From an optimization exercise on the open Yosys and OpenROAD flow, aimed at small area; shortcuts taken in it are not production practice. Only simulation tests tie the RTL to the original design; equivalence was not proved. No activity file was given, so power comes from the tool's default toggle rates.

// ppp_rx
module ppp_rx (
    input             clk,
    input             rst,
    input             in_valid,
    input      [7:0]  in_data,
    output            pay_valid,
    output     [7:0]  pay_data,
    output            rec_valid,
    output            rec_err,
    output     [31:0] rec_w0,
    output     [31:0] rec_w1,
    output     [31:0] rec_w2,
    output     [31:0] rec_w3
);
Size: roughly 150 I/O pins, about 5700 um^2 of cells after synthesis.
clock: 5.5 ns
lec_check: 0
cap_margin: 20
core_margin: 2
core_utilization: 40
slew_margin: 20
run.sh (not shown) runs the stock make flow with config.mk's settings and CLKGATE_MAP_FILE= SYNTH_SCRIPT=/design/flow/synth_recipe.tcl, a recipe that flattens the netlist after the stock synthesis.
Next try:
Settings changed: CORE_UTILIZATION 40 to 60, CTS_BUF_LIST from default to sky130_fd_sc_hd__clkbuf_8.
What happened: Routed wire length is lower by 5.6%; setup slack got worse by 58 ps; first-iteration DRC count is lower by 33%; hold slack improved by 8.2 ps; global-route usage is higher by 8.0 points.
Next try:
Settings changed: CORE_UTILIZATION 60 to 70, CTS_BUF_LIST sky130_fd_sc_hd__clkbuf_8 to default.
Register-to-register slack loses 50 ps.
Sequential share of layout area goes up by 0.24 points.
Global-route usage grows by 9.3 points.
First-iteration DRC count came out higher by well over a third.
Worst setup slack got worse by 17 ps.
Clock skew drops by 6.1 ps.
Power climbs slightly.
Area after synthesis does not change.
Clock power rose by a few percent.
Wire length went up by roughly a tenth.
Final area drops slightly.


Another version of the RTL of ppp_rx (not shown whole).
Size: about 96 flip-flops, about 0.0055 mm2 of cells after synthesis.
Settings: LEC_CHECK=0, CAP_MARGIN=10, CORE_MARGIN=2, CORE_UTILIZATION=70, SLEW_MARGIN=10; clock period 5.5 ns.
standard.sh (not shown) runs the stock make flow with config.mk's settings and CLKGATE_MAP_FILE= SYNTH_SCRIPT=/design/flow/synth_recipe.tcl, a recipe that flattens the netlist after the stock synthesis.
==> flow/flow/run.sh <==
#!/bin/bash
# The standard layout (standard.sh: the standard flow's synthesis and ORFS steps, unchanged
# scripts) with two arguments changed:
#  - port buffers are the smallest buffer (buf_1) instead of the default choice;
#  - clock tree synthesis inserts no dummy loads.
set -euo pipefail
export BUFFER_PORTS_ARGS="-buffer_cell sky130_fd_sc_hd__buf_1"
export CTS_ARGS="-sink_clustering_enable -repair_clock_nets -dont_use_dummy_load -buf_list sky130_fd_sc_hd__clkbuf_8 -sink_clustering_size 32 -sink_clustering_max_diameter 300"
bash standard.sh > standard_flow.log 2>&1
Change:
--- a/flow/flow/run.sh
+++ b/flow/flow/run.sh
@@ -7,3 +7,3 @@
 export BUFFER_PORTS_ARGS="-buffer_cell sky130_fd_sc_hd__buf_1"
-export CTS_ARGS="-sink_clustering_enable -repair_clock_nets -dont_use_dummy_load -buf_list sky130_fd_sc_hd__clkbuf_8 -sink_clustering_size 32 -sink_clustering_max_diameter 300"
+export CTS_ARGS="-sink_clustering_enable -repair_clock_nets -dont_use_dummy_load"
 bash standard.sh > standard_flow.log 2>&1
Settings changed: CAP_MARGIN 10 to 20, CORE_UTILIZATION 70 to 60, SLEW_MARGIN 10 to 20.
What happened:
- total power goes up by 0.47%
- setup slack gets better by 0.10 ns
- sequential cell count stays the same
- via count goes down by 2.5%
- sequential power barely changes
- core utilization goes down by 10 points
Change:
--- a/flow/flow/run.sh
+++ b/flow/flow/run.sh
@@ -7,3 +7,3 @@
 export BUFFER_PORTS_ARGS="-buffer_cell sky130_fd_sc_hd__buf_1"
-export CTS_ARGS="-sink_clustering_enable -repair_clock_nets -dont_use_dummy_load"
+export CTS_ARGS="-sink_clustering_enable -repair_clock_nets -dont_use_dummy_load -buf_list sky130_fd_sc_hd__clkbuf_8"
 bash standard.sh > standard_flow.log 2>&1
Settings changed: CAP_MARGIN 20 to 10, CORE_UTILIZATION 60 to 70, SLEW_MARGIN 20 to 10.
Worst setup slack gets worse by 0.10 ns.
Maximum frequency is lower by a few percent.
Total power decreases slightly.


ppp_rx, a different RTL version from the one above (not shown whole).
Size: about 540 cells after synthesis, ~95 flip-flops, ~150 I/O pins, about 4800 µm² of cells after synthesis.
clock: 5.5 ns
lec_check: 0
cap_margin: 10
core_margin: 2
core_utilization: 70
gpl_timing_driven: 0
slew_margin: 10
==> flow/flow/run.sh <==
#!/bin/bash
# The standard layout (standard.sh: the standard flow's synthesis script and the ORFS
# steps, unchanged scripts) with these changes:
#  - synthesis maps the logic with an area-oriented ABC script
#    (flow/abc_area.script) in place of ORFS's speed script; the flip-flops
#    and everything else in synthesis are unchanged;
#  - port buffers are the smallest buffer (buf_1) instead of the default choice;
#  - clock tree synthesis inserts no dummy loads and uses clkbuf_8;
#  - the constant outputs share one tie cell (no tie fan-out repair).
set -euo pipefail
work=$PWD
{
  printf 'proc abc {args} { set i [lsearch -exact $args -script]; if {$i >= 0} { lset args [expr {$i + 1}] %s }; yosys abc {*}$args }\n' "$work/flow/abc_area.script"
  cat synth_recipe.tcl
} > my_synth.tcl
sed "s#SYNTH_SCRIPT=[^ ]*#SYNTH_SCRIPT=$work/my_synth.tcl#" standard.sh > my_standard.sh
grep -q "SYNTH_SCRIPT=$work/my_synth.tcl" my_standard.sh
export BUFFER_PORTS_ARGS="-buffer_cell sky130_fd_sc_hd__buf_1"
export CTS_ARGS="-sink_clustering_enable -repair_clock_nets -dont_use_dummy_load -buf_list sky130_fd_sc_hd__clkbuf_8"
export SKIP_REPAIR_TIE_FANOUT=1
bash my_standard.sh > standard_flow.log 2>&1
==> flow/flow/abc_area.script <==
strash
dc2
dch
amap
topo
Edit:
Settings changed: CAP_MARGIN 10 to 0, CORE_UTILIZATION 70 to 80, GPL_TIMING_DRIVEN 0 to not set, SLEW_MARGIN 10 to 0.
After rerunning:
- hold slack hardly moves
- utilization rises by 7.8 points
- sequential power barely changes
- maximum frequency rises by 2.9%
- wire length rises by 7.3%
Edit:
==> flow/flow/run.sh (replaced) <==
#!/bin/bash
# The standard layout (standard.sh: the standard flow's synthesis and ORFS steps, unchanged
# scripts) with these changes:
#  - port buffers are the smallest buffer (buf_1) instead of the default choice;
#  - clock tree synthesis inserts no dummy loads and uses clkbuf_8;
#  - the constant outputs share one tie cell (no tie fan-out repair).
set -euo pipefail
export BUFFER_PORTS_ARGS="-buffer_cell sky130_fd_sc_hd__buf_1"
export CTS_ARGS="-sink_clustering_enable -repair_clock_nets -dont_use_dummy_load -buf_list sky130_fd_sc_hd__clkbuf_8"
export SKIP_REPAIR_TIE_FANOUT=1
bash standard.sh > standard_flow.log 2>&1
Settings changed: CAP_MARGIN 0 to 10, CORE_UTILIZATION 80 to 70, SLEW_MARGIN 0 to 10.
removed: flow/flow/abc_area.script
Effect: Setup slack improves by 0.26 ns; global-route usage drops by 13 points; total power drops by 8.0%; critical path depth drops by 5.
Edit:
--- a/flow/flow/run.sh
+++ b/flow/flow/run.sh
@@ -8,3 +8,3 @@
 export BUFFER_PORTS_ARGS="-buffer_cell sky130_fd_sc_hd__buf_1"
-export CTS_ARGS="-sink_clustering_enable -repair_clock_nets -dont_use_dummy_load -buf_list sky130_fd_sc_hd__clkbuf_8"
+export CTS_ARGS="-sink_clustering_enable -repair_clock_nets -dont_use_dummy_load -buf_list {sky130_fd_sc_hd__clkbuf_4 sky130_fd_sc_hd__clkbuf_8}"
 export SKIP_REPAIR_TIE_FANOUT=1
Effect: Total power stays the same; die area is unchanged; sequential share of layout area does not change; final area is unchanged.
Edit:
==> flow/flow/run.sh (replaced) <==
#!/bin/bash
# The standard layout (standard.sh: the standard flow's synthesis script and the ORFS
# steps, unchanged scripts) with these changes:
#  - synthesis maps the logic with an area-oriented ABC script
#    (flow/abc_area.script) in place of ORFS's speed script; the flip-flops
#    and everything else in synthesis are unchanged;
#  - port buffers are the smallest buffer (buf_1) instead of the default choice;
#  - clock tree synthesis inserts no dummy loads and uses clkbuf_8;
#  - the constant outputs share one tie cell (no tie fan-out repair).
set -euo pipefail
work=$PWD
{
  printf 'proc abc {args} { set i [lsearch -exact $args -script]; if {$i >= 0} { lset args [expr {$i + 1}] %s }; yosys abc {*}$args }\n' "$work/flow/abc_area.script"
  cat synth_recipe.tcl
} > my_synth.tcl
sed "s#SYNTH_SCRIPT=[^ ]*#SYNTH_SCRIPT=$work/my_synth.tcl#" standard.sh > my_standard.sh
grep -q "SYNTH_SCRIPT=$work/my_synth.tcl" my_standard.sh
export BUFFER_PORTS_ARGS="-buffer_cell sky130_fd_sc_hd__buf_1"
export CTS_ARGS="-sink_clustering_enable -repair_clock_nets -dont_use_dummy_load -buf_list sky130_fd_sc_hd__clkbuf_8"
export SKIP_REPAIR_TIE_FANOUT=1
bash my_standard.sh > standard_flow.log 2>&1
==> flow/flow/abc_area.script (new file) <==
strash
dc2
dch
amap
topo
Effect: Critical path depth went up by 6; global-route usage rises by 3.4 points; combinational power rose by well over a third; final cell count drops by a few percent; worst hold slack got worse by 0.011 ns; setup slack loses 0.40 ns; wire length increases slightly.

afterwards: timing with drivers on the ports:
Ports are ideal in the flow. The routed layouts listed here were re-timed in OpenROAD.
Step 1: set_driving_cell puts a clkbuf_16 on clk and a buf_2 on each other input, an assumption about the parent block.
Step 2, shift: input delay + t, output delay - t, t = (earliest + latest rising clock arrival at the registers) / 2. This alone moves slack from input paths to output paths.
a / b / c = ideal ports / drivers / drivers and shift; a / b = the first two.
run	shift t [ns]	slack for setup (ns)	worst setup path at the end	pins driven straight from the clock port
the first run of note 1	0.386	0.309 / 0.270 / 0.656	register to output	1
the second run of note 1	0.388	0.250 / 0.217 / 0.605	register to output	1
the third run of note 1	0.397	0.233 / 0.199 / 0.596	register to output	1
the first run of note 2	0.371	0.746 / 0.716 / 1.087	register to output	1
the second run of note 2	0.385	0.847 / 0.813 / 1.198	register to output	1
the third run of note 2	0.371	0.746 / 0.716 / 1.087	register to output	1
the first run of note 3	0.371	0.376 / 0.344 / 0.484	input to register	1
the second run of note 3	0.378	0.521 / 0.490 / 0.868	register to output	1
the third run of note 3	0.379	0.786 / 0.754 / 1.132	register to output	1
the fourth run of note 3	0.379	0.786 / 0.754 / 1.132	register to output	1
the fifth run of note 3	0.382	0.383 / 0.352 / 0.734	register to output	1
After both steps every run listed still meets setup and hold.
